Background: an optimization exercise with open tools, aiming at small area, a short achievable clock period and few clock cycles. Do not read the settings as production practice. For this run, only the layout was checked, not whether the RTL still works. Power and IR drop assume default switching activity.

**design/flow/config.mk**
```make
export PLATFORM = sky130hd
export DESIGN_NAME = scc_core
export DESIGN_NICKNAME = scc_core
export VERILOG_FILES = /design/flow/design.v
export SDC_FILE = /design/flow/constraint.sdc
export NUM_CORES = 4
export LEC_CHECK = 0
export CAP_MARGIN = 20
export CORE_MARGIN = 2
export CORE_UTILIZATION = 55
export CTS_BUF_LIST = sky130_fd_sc_hd__clkbuf_4 sky130_fd_sc_hd__clkbuf_8
export SLEW_MARGIN = 20
export DONT_USE_CELLS += sky130_fd_sc_hd__ha_1 sky130_fd_sc_hd__ha_2 sky130_fd_sc_hd__ha_4 sky130_fd_sc_hd__fa_1 sky130_fd_sc_hd__fa_2 sky130_fd_sc_hd__fa_4
export SKIP_REPAIR_TIE_FANOUT = 1
```
**design/flow/constraint.sdc**
```tcl
create_clock -name core_clock -period 10.0 [get_ports {clk}]
set_input_delay 2.0000 -clock core_clock [delete_from_list [all_inputs] [get_ports {clk}]]
set_output_delay 2.0000 -clock core_clock [all_outputs]
set_load 0.01 [all_outputs]
```
**design/flow/design.v**
```verilog
module scc_core (
    input  wire        clk,
    input  wire        rst,
    input  wire        cmd_valid,
    output wire        cmd_ready,
    input  wire [63:0] cmd_word,
    output wire        rsp_valid,
    input  wire        rsp_ready,
    output wire [63:0] rsp_word,
    output wire        prim_valid,
    output wire [3:0]  prim_kind,
    output wire [15:0] prim_addr,
    output wire [31:0] prim_arg,
    input  wire        prim_ack,
    input  wire        prim_fail,
    input  wire [7:0]  prim_rdata,
    output wire [1:0]  st_pst,
    output wire        st_strm,
    output wire        st_inited,
    output wire [2:0]  st_gpio_lvl,
    output wire [2:0]  st_gpio_dir,
    output wire        st_clk_en,
    output wire [31:0] st_clk_hz,
    output wire [3:0]  st_rail_en
);
    localparam [31:0] MCLK_HZ = 32'd24000000;
    localparam [3:0] P_BUSWRITE  = 4'd0;
    localparam [3:0] P_BUSREAD   = 4'd1;
    localparam [3:0] P_GPIODIR   = 4'd2;
    localparam [3:0] P_GPIOWRITE = 4'd3;
    localparam [3:0] P_CLKFREQ   = 4'd4;
    localparam [3:0] P_CLKEN     = 4'd5;
    localparam [3:0] P_RAILEN    = 4'd6;
    localparam [3:0] P_SLEEP     = 4'd7;
    localparam [3:0] P_SCOPEACQ  = 4'd8;
    localparam [3:0] P_SCOPEREL  = 4'd9;
    localparam [3:0] C_INIT = 4'd0, C_STBYON = 4'd1, C_STBYOFF = 4'd2, C_PON = 4'd3,
                     C_POFF = 4'd4, C_EXP = 4'd5, C_EXPG = 4'd6, C_GAIN = 4'd7,
                     C_SEL = 4'd8, C_STRM = 4'd12;
    reg        idle_q;      
    reg        f1;          
    reg        g1, g2, g3;  
    reg        run_q;       
    reg        rsp_q;       
    reg        abt_q;       
    reg [4:0]  upc;         
    reg [3:0]  cls;         
    reg [15:0] t;           
    reg [8:0]  gt;          
    reg        glo;         
    reg        ghi;         
    reg [7:0]  cr;          
    reg        gsel;        
    reg [3:0]  pk;          
    reg [15:0] pa;
    reg [7:0]  pg;          
    reg [4:0]  pc;          
    reg [7:0]  rs;          
    reg        nok;         
    reg        nlegal;      
    reg        rv;          
    reg        rshow_lo;    
    reg        rshow_hi;    
    reg        rpclk;       
    reg        gpend;       
    reg        inited;
    reg        strm;
    reg        soff;        
    reg [1:0]  pst;
    reg        mode_valid;
    reg [1:0]  mode_idx;
    reg [15:0] exp_r;
    reg [8:0]  gain_r;
    reg [2:0]  gpio_lvl;
    reg [2:0]  gpio_dir;
    reg        clk_en;
    reg        clk_hz_on;   
    reg [3:0]  rail_en;
    function automatic ge16(input [15:0] x, input [15:0] c);
        integer i;
        reg r;
        begin
            r = 1'b1;
            for (i = 0; i < 16; i = i + 1)
                r = c[i] ? (x[i] & r) : (x[i] | r);
            ge16 = r;
        end
    endfunction
    function automatic [15:0] mode_field16(input [1:0] i, input [3:0] k);
        begin
            mode_field16 = 16'd0;
            case (k)
                4'd0: case (i) 2'd0: mode_field16 = 16'd2592; 2'd1: mode_field16 = 16'd1920;
                               default: mode_field16 = 16'd1280; endcase
                4'd1: case (i) 2'd0: mode_field16 = 16'd1944; 2'd1: mode_field16 = 16'd1080;
                               2'd2: mode_field16 = 16'd960; default: mode_field16 = 16'd720; endcase
                4'd2: mode_field16 = (i == 2'd1) ? 16'd336 : 16'd0;
                4'd3: mode_field16 = (i == 2'd1) ? 16'd432 : 16'd0;
                4'd4: case (i) 2'd0: mode_field16 = 16'd4000; 2'd1: mode_field16 = 16'd3560;
                               default: mode_field16 = 16'd3000; endcase
                4'd5: case (i) 2'd0: mode_field16 = 16'd4037; 2'd1: mode_field16 = 16'd2607;
                               2'd2: mode_field16 = 16'd2000; default: mode_field16 = 16'd1500; endcase
                4'd6: mode_field16 = 16'hF180;     
                4'd7: mode_field16 = 16'd0;
                4'd8: mode_field16 = i[1] ? 16'd2 : 16'd1;
                4'd9: mode_field16 = 16'd1;
                4'd10: case (i) 2'd0: mode_field16 = 16'd4033; 2'd1: mode_field16 = 16'd2603;
                                2'd2: mode_field16 = 16'd1996; default: mode_field16 = 16'd1496; endcase
                4'd11: mode_field16 = 16'd16;
                4'd12: mode_field16 = 16'd159;
                4'd13: mode_field16 = {14'd0, i};
                default: mode_field16 = 16'd0;
            endcase
        end
    endfunction
    function automatic [7:0] gcode_rom(input [7:0] g);
        begin
            case (g)
                8'd17: gcode_rom = 8'd8;
                8'd18: gcode_rom = 8'd10;
                8'd19: gcode_rom = 8'd12;
                8'd20: gcode_rom = 8'd12;
                8'd21: gcode_rom = 8'd14;
                8'd22: gcode_rom = 8'd24;
                8'd23: gcode_rom = 8'd27;
                8'd24: gcode_rom = 8'd33;
                8'd25: gcode_rom = 8'd38;
                8'd26: gcode_rom = 8'd42;
                8'd27: gcode_rom = 8'd46;
                8'd28: gcode_rom = 8'd49;
                8'd29: gcode_rom = 8'd49;
                8'd30: gcode_rom = 8'd52;
                8'd31: gcode_rom = 8'd54;
                8'd32: gcode_rom = 8'd56;
                8'd33: gcode_rom = 8'd61;
                8'd34: gcode_rom = 8'd66;
                8'd35: gcode_rom = 8'd66;
                8'd36: gcode_rom = 8'd70;
                8'd37: gcode_rom = 8'd74;
                8'd38: gcode_rom = 8'd74;
                8'd39: gcode_rom = 8'd76;
                8'd40: gcode_rom = 8'd76;
                8'd41: gcode_rom = 8'd80;
                8'd42: gcode_rom = 8'd83;
                8'd43: gcode_rom = 8'd83;
                8'd44: gcode_rom = 8'd86;
                8'd45: gcode_rom = 8'd89;
                8'd46: gcode_rom = 8'd89;
                8'd47: gcode_rom = 8'd94;
                8'd48: gcode_rom = 8'd94;
                8'd49: gcode_rom = 8'd97;
                8'd50: gcode_rom = 8'd100;
                8'd51: gcode_rom = 8'd100;
                8'd52: gcode_rom = 8'd106;
                8'd53: gcode_rom = 8'd106;
                8'd54: gcode_rom = 8'd106;
                8'd55: gcode_rom = 8'd109;
                8'd56: gcode_rom = 8'd109;
                8'd57: gcode_rom = 8'd109;
                8'd58: gcode_rom = 8'd115;
                8'd59: gcode_rom = 8'd115;
                8'd60: gcode_rom = 8'd115;
                8'd61: gcode_rom = 8'd115;
                8'd62: gcode_rom = 8'd118;
                8'd63: gcode_rom = 8'd118;
                8'd64: gcode_rom = 8'd118;
                8'd65: gcode_rom = 8'd124;
                8'd66: gcode_rom = 8'd124;
                8'd67: gcode_rom = 8'd124;
                8'd68: gcode_rom = 8'd130;
                8'd69: gcode_rom = 8'd130;
                8'd70: gcode_rom = 8'd130;
                8'd71: gcode_rom = 8'd136;
                8'd72: gcode_rom = 8'd136;
                8'd73: gcode_rom = 8'd136;
                8'd74: gcode_rom = 8'd142;
                8'd75: gcode_rom = 8'd142;
                8'd76: gcode_rom = 8'd142;
                8'd77: gcode_rom = 8'd147;
                8'd78: gcode_rom = 8'd147;
                8'd79: gcode_rom = 8'd147;
                8'd80: gcode_rom = 8'd147;
                8'd81: gcode_rom = 8'd149;
                8'd82: gcode_rom = 8'd149;
                8'd83: gcode_rom = 8'd149;
                8'd84: gcode_rom = 8'd154;
                8'd85: gcode_rom = 8'd154;
                8'd86: gcode_rom = 8'd154;
                8'd87: gcode_rom = 8'd154;
                8'd88: gcode_rom = 8'd160;
                8'd89: gcode_rom = 8'd160;
                8'd90: gcode_rom = 8'd160;
                8'd91: gcode_rom = 8'd160;
                8'd92: gcode_rom = 8'd160;
                8'd93: gcode_rom = 8'd162;
                8'd94: gcode_rom = 8'd162;
                8'd95: gcode_rom = 8'd162;
                8'd96: gcode_rom = 8'd162;
                8'd97: gcode_rom = 8'd162;
                8'd98: gcode_rom = 8'd168;
                8'd99: gcode_rom = 8'd168;
                8'd100: gcode_rom = 8'd168;
                8'd101: gcode_rom = 8'd168;
                8'd102: gcode_rom = 8'd168;
                8'd103: gcode_rom = 8'd172;
                8'd104: gcode_rom = 8'd172;
                8'd105: gcode_rom = 8'd172;
                8'd106: gcode_rom = 8'd172;
                8'd107: gcode_rom = 8'd178;
                8'd108: gcode_rom = 8'd178;
                8'd109: gcode_rom = 8'd178;
                8'd110: gcode_rom = 8'd178;
                8'd111: gcode_rom = 8'd178;
                8'd112: gcode_rom = 8'd180;
                8'd113: gcode_rom = 8'd180;
                8'd114: gcode_rom = 8'd180;
                8'd115: gcode_rom = 8'd180;
                8'd116: gcode_rom = 8'd180;
                8'd117: gcode_rom = 8'd180;
                8'd118: gcode_rom = 8'd184;
                8'd119: gcode_rom = 8'd184;
                8'd120: gcode_rom = 8'd184;
                8'd121: gcode_rom = 8'd184;
                8'd122: gcode_rom = 8'd188;
                8'd123: gcode_rom = 8'd188;
                8'd124: gcode_rom = 8'd188;
                8'd125: gcode_rom = 8'd188;
                8'd126: gcode_rom = 8'd188;
                8'd127: gcode_rom = 8'd193;
                8'd128: gcode_rom = 8'd193;
                8'd129: gcode_rom = 8'd193;
                8'd130: gcode_rom = 8'd193;
                8'd131: gcode_rom = 8'd193;
                8'd132: gcode_rom = 8'd195;
                8'd133: gcode_rom = 8'd195;
                8'd134: gcode_rom = 8'd195;
                8'd135: gcode_rom = 8'd195;
                8'd136: gcode_rom = 8'd195;
                8'd137: gcode_rom = 8'd199;
                8'd138: gcode_rom = 8'd199;
                8'd139: gcode_rom = 8'd199;
                8'd140: gcode_rom = 8'd199;
                8'd141: gcode_rom = 8'd228;
                8'd142: gcode_rom = 8'd228;
                8'd143: gcode_rom = 8'd228;
                8'd144: gcode_rom = 8'd228;
                8'd145: gcode_rom = 8'd228;
                8'd146: gcode_rom = 8'd228;
                8'd147: gcode_rom = 8'd228;
                8'd148: gcode_rom = 8'd228;
                8'd149: gcode_rom = 8'd228;
                8'd150: gcode_rom = 8'd228;
                8'd151: gcode_rom = 8'd229;
                8'd152: gcode_rom = 8'd229;
                8'd153: gcode_rom = 8'd229;
                8'd154: gcode_rom = 8'd229;
                8'd155: gcode_rom = 8'd229;
                8'd156: gcode_rom = 8'd229;
                8'd157: gcode_rom = 8'd229;
                8'd158: gcode_rom = 8'd229;
                8'd159: gcode_rom = 8'd229;
                8'd160: gcode_rom = 8'd229;
                8'd161: gcode_rom = 8'd234;
                8'd162: gcode_rom = 8'd234;
                8'd163: gcode_rom = 8'd234;
                8'd164: gcode_rom = 8'd234;
                8'd165: gcode_rom = 8'd234;
                8'd166: gcode_rom = 8'd234;
                8'd167: gcode_rom = 8'd234;
                8'd168: gcode_rom = 8'd234;
                8'd169: gcode_rom = 8'd234;
                default: gcode_rom = 8'h01;    
            endcase
        end
    endfunction
    localparam [4:0] K_1000 = 5'b00001, K_10000 = 5'b00010, K_20000 = 5'b00100,
                     K_30000 = 5'b01000, K_MCLK = 5'b10000;
    function automatic [31:0] arg_of(input [4:0] f);
        begin
            arg_of = (f[0] ? 32'd1000 : 32'd0) | (f[1] ? 32'd10000 : 32'd0) |
                     (f[2] ? 32'd20000 : 32'd0) | (f[3] ? 32'd30000 : 32'd0) |
                     (f[4] ? MCLK_HZ : 32'd0);
        end
    endfunction
    function automatic [32:0] prim_at(input [3:0] c, input [4:0] k, input [1:0] pm,
                                      input [15:0] s, input [15:0] f);
        reg [3:0]  pk_;
        reg [15:0] pa_;
        reg [7:0]  pg_;
        reg [4:0]  pc_;
        begin
            pk_ = P_SCOPEREL;
            pa_ = 16'd0;
            pg_ = 8'd0;
            pc_ = 5'd0;
            case (c)
                C_INIT: begin
                    pk_ = P_BUSREAD;
                    pa_ = k[0] ? 16'h2001 : 16'h2000;
                end
                C_STBYON: case (k[1:0])
                    2'd0: pk_ = P_SCOPEACQ;
                    2'd1: begin pk_ = P_GPIOWRITE; pa_ = 16'd1; end
                    2'd2: pk_ = P_CLKEN;
                    default: pk_ = P_SCOPEREL;
                endcase
                C_STBYOFF: case (k[2:0])
                    3'd0: pk_ = P_SCOPEACQ;
                    3'd1: begin pk_ = P_CLKFREQ; pc_ = K_MCLK; end
                    3'd2: begin pk_ = P_CLKEN;   pg_ = 8'd1; end
                    3'd3: begin pk_ = P_SLEEP;   pc_ = K_20000; pg_ = 8'h20; end
                    3'd4: pk_ = P_SCOPEREL;
                    default: begin pk_ = P_GPIOWRITE; pa_ = 16'd1; pg_ = 8'd1; end
                endcase
                C_PON: case (k)
                    5'd0:  pk_ = P_SCOPEACQ;
                    5'd1:  begin pk_ = P_GPIODIR;   pa_ = 16'd0; pg_ = 8'd1; end
                    5'd2:  begin pk_ = P_GPIODIR;   pa_ = 16'd1; pg_ = 8'd1; end
                    5'd3:  begin pk_ = P_GPIOWRITE; pa_ = 16'd0; end
                    5'd4:  begin pk_ = P_GPIOWRITE; pa_ = 16'd1; end
                    5'd5:  begin pk_ = P_SLEEP;     pc_ = K_1000; pg_ = 8'hE8; end
                    5'd6:  begin pk_ = P_CLKFREQ;   pc_ = K_MCLK; end
                    5'd7:  begin pk_ = P_CLKEN;     pg_ = 8'd1; end
                    5'd8:  begin pk_ = P_SLEEP;     pc_ = K_10000; pg_ = 8'h10; end
                    5'd9:  begin pk_ = P_GPIOWRITE; pa_ = 16'd2; pg_ = 8'd1; end
                    5'd10: begin pk_ = P_RAILEN;    pa_ = 16'd0; pg_ = 8'd1; end
                    5'd11: begin pk_ = P_RAILEN;    pa_ = 16'd1; pg_ = 8'd1; end
                    5'd12: begin pk_ = P_RAILEN;    pa_ = 16'd2; pg_ = 8'd1; end
                    5'd13: begin pk_ = P_RAILEN;    pa_ = 16'd3; pg_ = 8'd1; end
                    5'd14: begin pk_ = P_SLEEP;     pc_ = K_10000; pg_ = 8'h10; end
                    5'd15: begin pk_ = P_GPIOWRITE; pa_ = 16'd0; pg_ = 8'd1; end
                    5'd16: begin pk_ = P_GPIOWRITE; pa_ = 16'd1; pg_ = 8'd1; end
                    5'd17: begin pk_ = P_SLEEP;     pc_ = K_30000; pg_ = 8'h30; end
                    default: pk_ = P_SCOPEREL;
                endcase
                C_POFF: case (k[3:0])
                    4'd0:  pk_ = P_SCOPEACQ;
                    4'd1:  pk_ = P_CLKEN;
                    4'd2:  begin pk_ = P_GPIOWRITE; pa_ = 16'd2; end
                    4'd3:  begin pk_ = P_RAILEN;    pa_ = 16'd3; end
                    4'd4:  begin pk_ = P_RAILEN;    pa_ = 16'd2; end
                    4'd5:  begin pk_ = P_RAILEN;    pa_ = 16'd1; end
                    4'd6:  begin pk_ = P_RAILEN;    pa_ = 16'd0; end
                    4'd7:  begin pk_ = P_SLEEP;     pc_ = K_10000; pg_ = 8'h10; end
                    4'd8:  begin pk_ = P_GPIOWRITE; pa_ = 16'd0; end
                    4'd9:  begin pk_ = P_GPIOWRITE; pa_ = 16'd1; end
                    4'd10: begin pk_ = P_GPIODIR;   pa_ = 16'd0; end
                    4'd11: begin pk_ = P_GPIODIR;   pa_ = 16'd1; end
                    default: pk_ = P_SCOPEREL;
                endcase
                C_SEL, C_SEL + 4'd1, C_SEL + 4'd2, C_SEL + 4'd3,
                C_STRM, C_STRM + 4'd1, C_STRM + 4'd2, C_STRM + 4'd3: begin
                    pk_ = P_BUSWRITE;
                    case (k[1:0])
                        2'd0: begin pa_ = 16'h3000; pg_ = 8'h01; end
                        2'd1: begin pa_ = 16'h3100; pg_ = 8'h02; end
                        2'd2: begin
                            pa_ = 16'h3200;
                            case (pm)
                                2'd0: pg_ = 8'h0F;
                                2'd1: pg_ = 8'h07;
                                default: pg_ = 8'h03;
                            endcase
                        end
                        default: begin
                            if (pm[0]) begin pa_ = 16'h3201; pg_ = 8'h80; end
                            else       begin pa_ = 16'h3300; pg_ = 8'h55; end
                        end
                    endcase
                end
                default: begin   
                    pk_ = P_BUSWRITE;
                    if (c == C_GAIN || k[2]) begin
                        pa_ = 16'h1004;    
                    end else begin
                        case (k[1:0])
                            2'd0: begin pa_ = 16'h1000; pg_ = s[7:0]; end
                            2'd1: begin pa_ = 16'h1001; pg_ = s[15:8]; end
                            2'd2: begin pa_ = 16'h1002; pg_ = f[7:0]; end
                            default: begin pa_ = 16'h1003; pg_ = f[15:8]; end
                        endcase
                    end
                end
            endcase
            prim_at = {pk_, pa_, pg_, pc_};
        end
    endfunction
    wire [7:0]  op = cmd_word[63:56];
    wire [27:0] ca = cmd_word[55:28];
    wire [27:0] cb = cmd_word[27:0];
    wire [2:0]  tg = cb[2:0];
    wire op01 = (op == 8'h01), op02 = (op == 8'h02), op03 = (op == 8'h03), op04 = (op == 8'h04);
    wire op05 = (op == 8'h05), op06 = (op == 8'h06), op07 = (op == 8'h07), op08 = (op == 8'h08);
    wire op09 = (op == 8'h09), op0a = (op == 8'h0A);
    wire a_zero  = (ca == 28'd0);
    wire b_zero  = (cb == 28'd0);
    wire b_hi0_1 = (cb[27:1] == 27'd0);
    wire b_hi0_3 = (cb[27:3] == 25'd0);
    wire b_hi0_4 = (cb[27:4] == 24'd0);
    wire b_hi0_8 = (cb[27:8] == 20'd0);
    wire b_hi0_9 = (cb[27:9] == 19'd0);
    wire sel_ok  = ~(cb[3] & cb[2] & cb[1]);            
    wire tg_ok   = ~tg[2] | (tg[1:0] == 2'd0);           
    wire l01 = op01 & a_zero & b_zero;
    wire l02 = op02 & a_zero & b_hi0_3 & tg_ok;
    wire l03 = op03 & inited;
    wire l04 = op04 & inited & a_zero & b_hi0_1;
    wire l05 = op05 & inited & b_zero;
    wire l06 = op06 & inited & a_zero;
    wire l07 = op07 & inited;
    wire l08 = (op08 | op09) & a_zero & b_zero;
    wire l0a = op0a & a_zero & b_hi0_4 & sel_ok;
    wire ok    = l01 | l02 | l03 | l04 | l05 | l06 | l07 | l08 | l0a;
    wire legal = l01 | l02 | op03 | op07 | (op04 & a_zero & b_hi0_1) | (op05 & b_zero)
               | (op06 & a_zero) | l08 | l0a;
    wire pwr_legal = (tg == 3'd1) ? (pst == 2'd2) :
                     (tg == 3'd2) ? (pst == 2'd1) :
                     (tg == 3'd3) ? (pst == 2'd0) :
                     (tg == 3'd4) ? (pst != 2'd0) : 1'b0;
    wire a_2592 = (ca == 28'd2592);
    wire a_1920 = (ca == 28'd1920);
    wire a_1280 = (ca == 28'd1280);
    wire m0 = a_2592 & (cb == 28'd1944);
    wire m1 = a_1920 & (cb == 28'd1080);
    wire m2 = a_1280 & (cb == 28'd960);
    wire m3 = a_1280 & (cb == 28'd720);
    wire look_ok = m0 | m1 | m2 | m3;
    wire [1:0] look_idx = {~ca[11] & ~ca[7], ca[7] | (~ca[11] & ~cb[8])};
    wire [15:0] shutter = ca[19:4] | {16{~(ca[27:20] == 8'd0)}};
    wire b_gt159 = ~b_hi0_8 | ge16({8'd0, cb[7:0]}, 16'd160);
    wire b_le169 = b_hi0_8 & ~ge16({8'd0, cb[7:0]}, 16'd170);
    wire [7:0] code_in = (op07 & b_gt159) ? 8'd229 : gcode_rom(cb[7:0]);
    wire son  = cb[0] & ~strm;              
    wire pon  = (pst == 2'd2);
    wire go1 = l01 | (l02 & pwr_legal);
    wire go2 = (op03 & inited & look_ok) | (l04 & son & pon & mode_valid);
    wire go3 = ((l05 | l07) & mode_valid) | (l06 & b_le169);
    wire r21 = l02 & ~pwr_legal;
    wire r30 = l03 & ~look_ok;
    wire r42 = l04 & son & ~pon;
    wire r41 = l04 & son & pon & ~mode_valid;
    wire r51 = (l05 | l07) & ~mode_valid;
    wire [7:0] st_in = {1'b0, r42 | r41 | r51, r21 | r30, r30 | r51, 2'b00, r42, r21 | r41 | r51};
    reg [3:0]  pk_in;
    reg [15:0] pa_in;
    reg [7:0]  pg_in;
    reg [3:0]  cls_in;
    always @(*) begin
        pk_in  = P_BUSWRITE;
        pa_in  = 16'd0;
        pg_in  = 8'd0;
        cls_in = C_INIT;
        if (op01) begin
            pk_in = P_BUSREAD; pa_in = 16'h2000;
        end else if (op02) begin
            pk_in = P_SCOPEACQ; cls_in = {1'b0, tg};
        end else if (op03) begin
            pa_in = 16'h3000; pg_in = 8'h01; cls_in = {2'b10, look_idx};
        end else if (op04) begin
            pa_in = 16'h3000; pg_in = 8'h01; cls_in = {2'b11, mode_idx};
        end else if (op06) begin
            pa_in = 16'h1004; cls_in = C_GAIN;    
        end else begin
            pa_in = 16'h1000; pg_in = shutter[7:0]; cls_in = op05 ? C_EXP : C_EXPG;
        end
    end
    wire        is_prog = cls[3];
    wire [1:0]  pm = cls[1:0];
    reg s_ge;    
    reg [15:0] vts_cur;
    always @(*) begin
        case (mode_idx)
            2'd0: begin s_ge = ge16(t, 16'd4034); vts_cur = 16'd4037; end
            2'd1: begin s_ge = ge16(t, 16'd2604); vts_cur = 16'd2607; end
            2'd2: begin s_ge = ge16(t, 16'd1997); vts_cur = 16'd2000; end
            default: begin s_ge = ge16(t, 16'd1497); vts_cur = 16'd1500; end
        endcase
    end
    reg [13:0] s_inc;    
    integer j;
    reg carry;
    always @(*) begin
        carry = 1'b1;
        for (j = 0; j < 14; j = j + 1) begin
            s_inc[j] = t[j + 2] ^ carry;
            carry    = carry & t[j + 2];
        end
    end
    wire [15:0] frame = s_ge ? {s_inc, t[1:0]} : vts_cur;
    wire [8:0] g_cl = glo ? 9'd16 : ghi ? ((cls == C_EXPG) ? 9'd159 : 9'd511) : gt;
    wire [4:0] upc_n = {upc[4] ^ (&upc[3:0]), upc[3] ^ (&upc[2:0]), upc[2] ^ (&upc[1:0]),
                        upc[1] ^ upc[0], ~upc[0]};
    wire [32:0] nxt = prim_at(cls, upc_n, pm, t, frame);
    wire nxt_gsel = (cls == C_EXPG) && (upc[1:0] == 2'd3);
    reg last;
    always @(*) begin
        if (is_prog)
            last = pm[1] ? (pm[0] ? (upc[1:0] == 2'd1) : (upc[1:0] == 2'd2)) : (upc[1:0] == 2'd3);
        else case (cls)
            C_INIT:    last = upc[0];
            C_STBYON:  last = (upc[1:0] == 2'd3);
            C_STBYOFF: last = (upc[2:0] == 3'd5);
            C_PON:     last = (upc == 5'd18);
            C_POFF:    last = (upc[3:0] == 4'd12);
            C_EXP:     last = (upc[1:0] == 2'd3);
            C_EXPG:    last = upc[2];
            default:   last = 1'b1;    
        endcase
    end
    wire fallible = (pk != P_SLEEP) && (pk != P_SCOPEACQ) && (pk != P_SCOPEREL);
    wire is_pwr   = (cls == C_STBYON) || (cls == C_STBYOFF) || (cls == C_PON) || (cls == C_POFF);
    wire scope_held = is_pwr && !(cls == C_STBYOFF && upc[2:0] == 3'd5);
    reg [7:0] st_fail;
    always @(*) begin
        if (is_prog) st_fail = cls[2] ? 8'h40 : 8'h31;
        else case (cls)
            C_INIT:  st_fail = 8'h11;
            C_EXP, C_EXPG, C_GAIN: st_fail = 8'h50;
            default: st_fail = 8'h20;
        endcase
    end
    wire running    = run_q | g1 | g2 | g3;
    wire responding = rsp_q | (f1 & ~(g1 | g2 | g3));
    wire id_ok = (prim_rdata == (upc[0] ? 8'h5A : 8'hA5));
    wire fail  = fallible & prim_fail;
    always @(posedge clk) begin
        if (idle_q) begin
            cls      <= cls_in;
            upc      <= 5'd0;
            pk       <= pk_in;
            pa       <= pa_in;
            pg       <= pg_in;
            pc       <= 5'd0;
            gt       <= cb[8:0];
            glo      <= b_hi0_4;
            ghi      <= op07 ? b_gt159 : ~b_hi0_9;
            cr       <= code_in;
            gsel     <= op06;
            rs       <= st_in;
            nok      <= ~ok;
            nlegal   <= ~legal;
            rv       <= l0a & mode_valid;
            rshow_lo <= l08 | (l0a & mode_valid);
            rshow_hi <= l08 | (l0a & mode_valid);
            rpclk    <= l0a & mode_valid & (cb[3:0] == 4'd6);
            gpend    <= l06 & ~b_le169;
            t        <= op08 ? exp_r :
                        op09 ? {7'd0, gain_r} :
                        op0a ? mode_field16(mode_idx, cb[3:0]) : shutter;
        end else if (running) begin
            if (cls == C_INIT) t[7:0] <= prim_rdata;
            if (prim_ack) begin
                if (abt_q) ;
                else if (fail) begin
                    rs <= st_fail;
                    if (scope_held) begin
                        pk <= P_SCOPEREL;
                        pa <= 16'd0;
                        pg <= 8'd1;
                        pc <= 5'd0;
                    end
                end else begin
                    if (!last) begin
                        gsel <= nxt_gsel;
                        {pk, pa, pg, pc} <= nxt;
                    end
                    if (cls == C_INIT && !id_ok) begin
                        rs       <= 8'h10;
                        rshow_lo <= 1'b1;
                    end else if (last) begin
                        upc <= 5'd0;
                    end else begin
                        upc <= upc_n;
                    end
                end
            end
        end
        if (rst) begin
            idle_q     <= 1'b1;
            f1         <= 1'b0;
            g1         <= 1'b0;
            g2         <= 1'b0;
            g3         <= 1'b0;
            run_q      <= 1'b0;
            rsp_q      <= 1'b0;
            abt_q      <= 1'b0;
            soff       <= 1'b0;
            inited     <= 1'b0;
            strm       <= 1'b0;
            pst        <= 2'd0;
            mode_valid <= 1'b0;
            mode_idx   <= 2'd0;
            exp_r      <= 16'd0;
            gain_r     <= 9'd0;
            gpio_lvl   <= 3'd0;
            gpio_dir   <= 3'd0;
            clk_en     <= 1'b0;
            clk_hz_on  <= 1'b0;
            rail_en    <= 4'd0;
        end else if (idle_q) begin
            f1   <= cmd_valid;
            g1   <= cmd_valid & go1;
            g2   <= cmd_valid & go2;
            g3   <= cmd_valid & go3;
            soff <= cmd_valid & l04 & ~cb[0];
            if (cmd_valid) idle_q <= 1'b0;
        end else if (running) begin
            f1    <= 1'b0;
            g1    <= 1'b0;
            g2    <= 1'b0;
            g3    <= 1'b0;
            run_q <= 1'b1;
            if (prim_ack) begin
                if (abt_q) begin
                    abt_q <= 1'b0;
                    run_q <= 1'b0;
                    rsp_q <= 1'b1;
                end else if (fail) begin
                    if (cls == C_INIT) inited <= 1'b0;
                    if (is_pwr) begin
                        pst  <= 2'd3;
                        strm <= 1'b0;
                    end
                    if (scope_held) abt_q <= 1'b1;
                    else begin
                        run_q <= 1'b0;
                        rsp_q <= 1'b1;
                    end
                end else begin
                    case (pk)
                        P_GPIODIR:   gpio_dir[pa[1:0]] <= pg[0];
                        P_GPIOWRITE: gpio_lvl[pa[1:0]] <= pg[0];
                        P_CLKFREQ:   clk_hz_on <= 1'b1;
                        P_CLKEN:     clk_en <= pg[0];
                        P_RAILEN:    rail_en[pa[1:0]] <= pg[0];
                        default: ;
                    endcase
                    if ((cls == C_EXP || cls == C_EXPG) && upc == 5'd3)
                        exp_r <= t;
                    if (cls == C_INIT && !id_ok) begin
                        inited <= 1'b0;
                        run_q  <= 1'b0;
                        rsp_q  <= 1'b1;
                    end else if (last) begin
                        run_q <= 1'b0;
                        rsp_q <= 1'b1;
                        if (is_prog) begin
                            mode_idx   <= pm;
                            mode_valid <= 1'b1;
                            if (cls[2]) strm <= 1'b1;
                        end else case (cls)
                            C_INIT: begin
                                mode_valid <= 1'b0;
                                mode_idx   <= 2'd0;
                                exp_r      <= 16'd0;
                                gain_r     <= 9'd0;
                                strm       <= 1'b0;
                                inited     <= 1'b1;
                            end
                            C_STBYON: begin pst <= 2'd1; strm <= 1'b0; end
                            C_STBYOFF, C_PON: pst <= 2'd2;
                            C_POFF: begin pst <= 2'd0; strm <= 1'b0; end
                            C_EXPG, C_GAIN: gain_r <= g_cl;
                            default: ;
                        endcase
                    end
                end
            end
        end else if (responding) begin
            f1    <= 1'b0;
            soff  <= 1'b0;
            if (soff) strm <= 1'b0;
            if (gpend) gain_r <= g_cl;
            rsp_q  <= ~rsp_ready;
            idle_q <= rsp_ready;
        end
    end
    assign cmd_ready   = idle_q;
    assign rsp_valid   = responding;
    assign rsp_word    = {rs[7:5] | {3{nok}}, rs[4] | nlegal, rs[3:0], rv, 7'd0, 11'd0, upc,
                          3'd0, rpclk, 4'd0, rpclk, 2'd0, rpclk, 3'd0, rpclk,
                          t[15:8] & {8{rshow_hi}}, t[7:0] & {8{rshow_lo}}};
    assign prim_valid  = running;
    assign prim_kind   = pk;
    assign prim_addr   = pa;
    assign prim_arg    = {arg_of(pc) >> 8, pg | (cr & {8{gsel}})};
    assign st_pst      = pst;
    assign st_strm     = strm & ~soff;
    assign st_inited   = inited;
    assign st_gpio_lvl = gpio_lvl;
    assign st_gpio_dir = gpio_dir;
    assign st_clk_en   = clk_en;
    assign st_clk_hz   = clk_hz_on ? MCLK_HZ : 32'd0;
    assign st_rail_en  = rail_en;
endmodule
```
**design/flow/standard.sh**
```bash
#!/bin/bash
# synth_recipe.tcl (not shown) runs the flow's synth.tcl, then flattens the netlist and writes it again
# the make line also repeats each setting of config.mk as NAME=value (left out here)
make -C /OpenROAD-flow-scripts/flow DESIGN_CONFIG=/design/flow/config.mk WORK_HOME=/design/flow/orfs CLKGATE_MAP_FILE= SYNTH_SCRIPT=/design/flow/synth_recipe.tcl "${@:-finish}"
```
**design/flow/flow/run.sh**
```bash
#!/bin/bash
set -euo pipefail
export SETUP_SLACK_MARGIN=6.5
export BUFFER_PORTS_ARGS="-buffer_cell sky130_fd_sc_hd__buf_1"
echo 'export DONT_USE_CELLS += sky130_fd_sc_hd__ha_1 sky130_fd_sc_hd__ha_2 sky130_fd_sc_hd__ha_4 sky130_fd_sc_hd__fa_1 sky130_fd_sc_hd__fa_2 sky130_fd_sc_hd__fa_4' >> config.mk
echo 'export SKIP_REPAIR_TIE_FANOUT = 1' >> config.mk
bash standard.sh > flow_make.log 2>&1
```
==> run summary <==
- DR vias/cell: 6.53
- TNS Setup: 0 ns
- Clk buf depth: 2
- Starting DRT DRC Count: 1,105
- Worst Setup Start Kind: input pin
- Post-Syn Area: 10,700 sq um
- Comb power frac: 20.5%
- Synth Area in Compound Gates: 24.2%
- Fill cell count: 1,757
- RSZ-0062 raised after global routing: yes
- Switching pwr: 462 uW
- Final global-route overflow total: 0
- Max VDD drop: 0.0843 mV
- Fin cells: 1,745
- Hold_buf cts: 0
- Die extent in x: 143 microns
- Max-slew violation count: 0
- CTS tree: built
- Tcrit/Tclk final: 36.0%
- Most common library cells after synthesis: 154 x nor2_1, 129 x nand2_1, 107 x o21ai_0
- XOR/XNOR Fraction of Synth Area: 1.47%
- Layout cells sized above 1: 17.8%
- Met3 Track Usage GR: 6.80%
- Relative slew margins: 34.7%
- Crit path capture type: flip-flop
- CTS root buffer: clkbuf_8
- Total of max-cap violations: 0
- Layout area overhead: 16.4%
- Worst EP arrival: 3.92 ns
- R2R cell count: 8
- Number of global-route vias before repair: 9,986
- Clk latency of the worst-skew pair: 0.48 ns
- Yosys top cell area share: 19.9%
- Post-synth EDFFs: 71
- #FFs+latches synth: 134
- Top FF cell, synth: edfxtp_1
- Row cnt: 51
- H-tree levels: 4
- Status: timing/DRC/antenna clean
- Post-synth top area cell: edfxtp_1
- Nets: 1,545
- Internal power: 893 uW
- GRT Overall Usage: 35.9%
- Port bufs: 169
- Syn. warnings: 1
- Most common cell in the netlist: nor2_1
- Area contributors post-synth: edfxtp_1 20%, dfxtp_1 12%, buf_4 6.9%
- Critical path type: in2reg
- Register share of total power: 46.2%
- Fmax: 0.278 GHz
- Global-route wire length before repair: 56.4 mm
- CP max FO: 7
- Leak pwr: 0.00442 uW
- Largest net degree at the start of global routing: 75
- Drt total wl: 39.4 mm
- Clk slew on worst S/H paths: 0.10 ns
- Residual DRC count: 0
- Pwr Density: 109 nW/um^2
- Seq/Total Area, Yosys: 31.7%
- Worst Hold Class: reg2reg
- DR WL/cell: 22.6 microns
- Num CTS Buffers: 17
- Placed insts: 1,645
- Post-Syn Nets: 1,468
- Syn Inst Count: 1,390
- Simple-gate area share of the yosys netlist: 26.7%
- Initial Util: 55.5%
- Vias: 11,400
- Initial antenna violation count: 0
- Routing usage on met2: 56.5%
- DRT Pass-1 Iters: 6
- Die H: 143 microns
- ANT cells: 0
- Die area: 20,600 sq um
- Crit path time final: 3.60 ns
- Antenna-violating nets left: 0
- Hpwl dp: 27.0 mm
- GP Congestion: 0.960
- Core area: 19,300 sq um
- Final Hold Vio Count: 0
- Slew at the pin with the worst max-slew slack: 0.970 ns
- Met1 Use GR: 46.6%
- Ys async rst share: 0%
- Hold depth: 2
- Clk sink count: 134
- Area share of fa/ha/maj cells after synthesis: 0%
- Main combinational cell family by area after synthesis: simple AND/OR/NAND/NOR gates
- Final setup viols: 0
- Yosys cell types: 84
- Avg Cell Area, Syn: 7.70 sq um
- Critical Path RT: 10.32 ns
- Most Used Layer, Global Route: met2
- Clock skew: 0.0189 ns
- # IOs: 244
- Clk pwr share: 33.2%
- Multiplexer share of the synthesized area: 4.10%
- Fraction of power spent switching nets: 34.1%
[logic make-up (layout without fill, tap and decap cells)]
logic type	after synthesis	count (layout)
multiplexers	43	43
buffers and inverters	228	317
other	1	1
flip-flops	134	134
AND/OR/NAND/NOR	567	568
XOR/XNOR	18	18
AO/OA/AOI/OAI	399	399
[path summary, 6_finish.rpt]
check | from | end | slack, ns
hold reg to reg | gpio_dir[1] | gpio_dir[1] | 0.47
hold / removal | gpio_dir[1] | gpio_dir[1] | 0.47
setup / recovery | cmd_word[60] | rs[5] | 6.40
setup reg to reg | mode_idx[0] | pg[7] | 6.70
[placed cells by master (no fill, tap or decap), types with 11 or more instances in the layout]
cell      count
a21o_1       15
a21oi_1      91
a31oi_1      23
and2_1       20
and3_1       11
buf_1       153
buf_4        68
buf_6        11
clkbuf_8     20
dfxtp_1      60
edfxtp_1     71
inv_1        24
mux2i_1      36
nand2_1     118
nand2b_1     31
nand3_1      34
nand4_1      12
nor2_1      143
nor2b_1      20
nor3_1       37
nor4_1       12
nor4_2       11
o211ai_1     13
o21ai_0      95
o22ai_1      20
or3_1        14
[worst max-delay path, cell delays in order]
cell	delay, ns
buf_1	0.07
or4_4	0.64
nor3_4	0.36
o2111ai_2	0.25
or3_4	0.41
a31oi_1	0.17
[cell type report]
class                      count  area (sq um)  share of cell area [%]
inverter                      27           109                   0.873
clock inverter                14           129                    1.03
clock buffer                  18           248                    1.99
sequential                   134          3400                    27.3
timing repair buffer         258          1600                    12.9
tap                          265           332                    2.66
multi-input combinational   1029          6640                    53.3
[metal layers]
layer	up-vias	wire length [microns]
li1	5181	-
met1	5366	15400
met2	692	18000
met3	160	3670
met4	0	2300
met5	-	0
[flip-flops by register name (all words and copies together) (netlist names), 2 cells and up]
signal	flops
gpio_lvl	3
pk	4
gt	9
pg	8
cr	8
rs	5
cls	4
rail_en	4
t	16
mode_idx	2
pst	2
pc	5
exp_r	16
gpio_dir	3
pa	7
upc	5
gain_r	9
[power by group through the flow]
stage / sequential (uW) / combinational (uW) / clock (uW)
final: 627 / 278 / 450
after detailed placement: 641 / 221 / 0
after global routing: 629 / 296 / 471
after floorplan: 631 / 173 / 0
after CTS: 626 / 242 / 451
after global placement: 641 / 222 / 0
[what timing repair did]
action                     CTS  global route
pin swaps                   10            37
setup buffers               30            32
hold endpoints to repair     0             0
gates resized for setup     44           105
cloned                       2             4
setup endpoints to repair  104           101
[through the flow]
| step | hold slack (ns) | worst slack [ns] | total power (uW) | instance area [sq um] | util [%] |
|---|---|---|---|---|---|
| after global placement | 0.445 | 5.56 | 862 | 10800 | 56.3 |
| final | 0.466 | 6.40 | 1350 | 12500 | 64.7 |
| after floorplan | 0.442 | 6.15 | 804 | 10900 | - |
| after global routing | 0.488 | 6.32 | 1400 | 12500 | 64.7 |
| after detailed placement | 0.449 | 5.50 | 861 | 10800 | 56.3 |
| after CTS | 0.470 | 6.38 | 1320 | 11700 | 60.8 |

-- port drivers added, routing unchanged --
The flow's constraints put no driver on any port. The routed layout listed below was extracted and timed again, unchanged, in two steps.
Step 1, drivers: a clkbuf_16 drives clk and a buf_2 each remaining input, both assumed.
Step 2 times the ports against the registers' clock, not the clock port: input delays grow and output delays shrink by t, the midpoint of the rising clock arrivals with the driver on.
Three values: ideal ports, drivers, drivers and shift; two values: the first two.
shift t [ns]: 0.516
setup slack, ns: 6.400 / 6.420 / 5.904
slew at the worst register clock pin (ns): 0.10 / 0.10
pins driven straight from the clock port: 1
After both steps setup and hold are still met in this run. For this run, drivers alone change the setup slack by +0.020 ns; drivers and shift together by -0.496 ns.
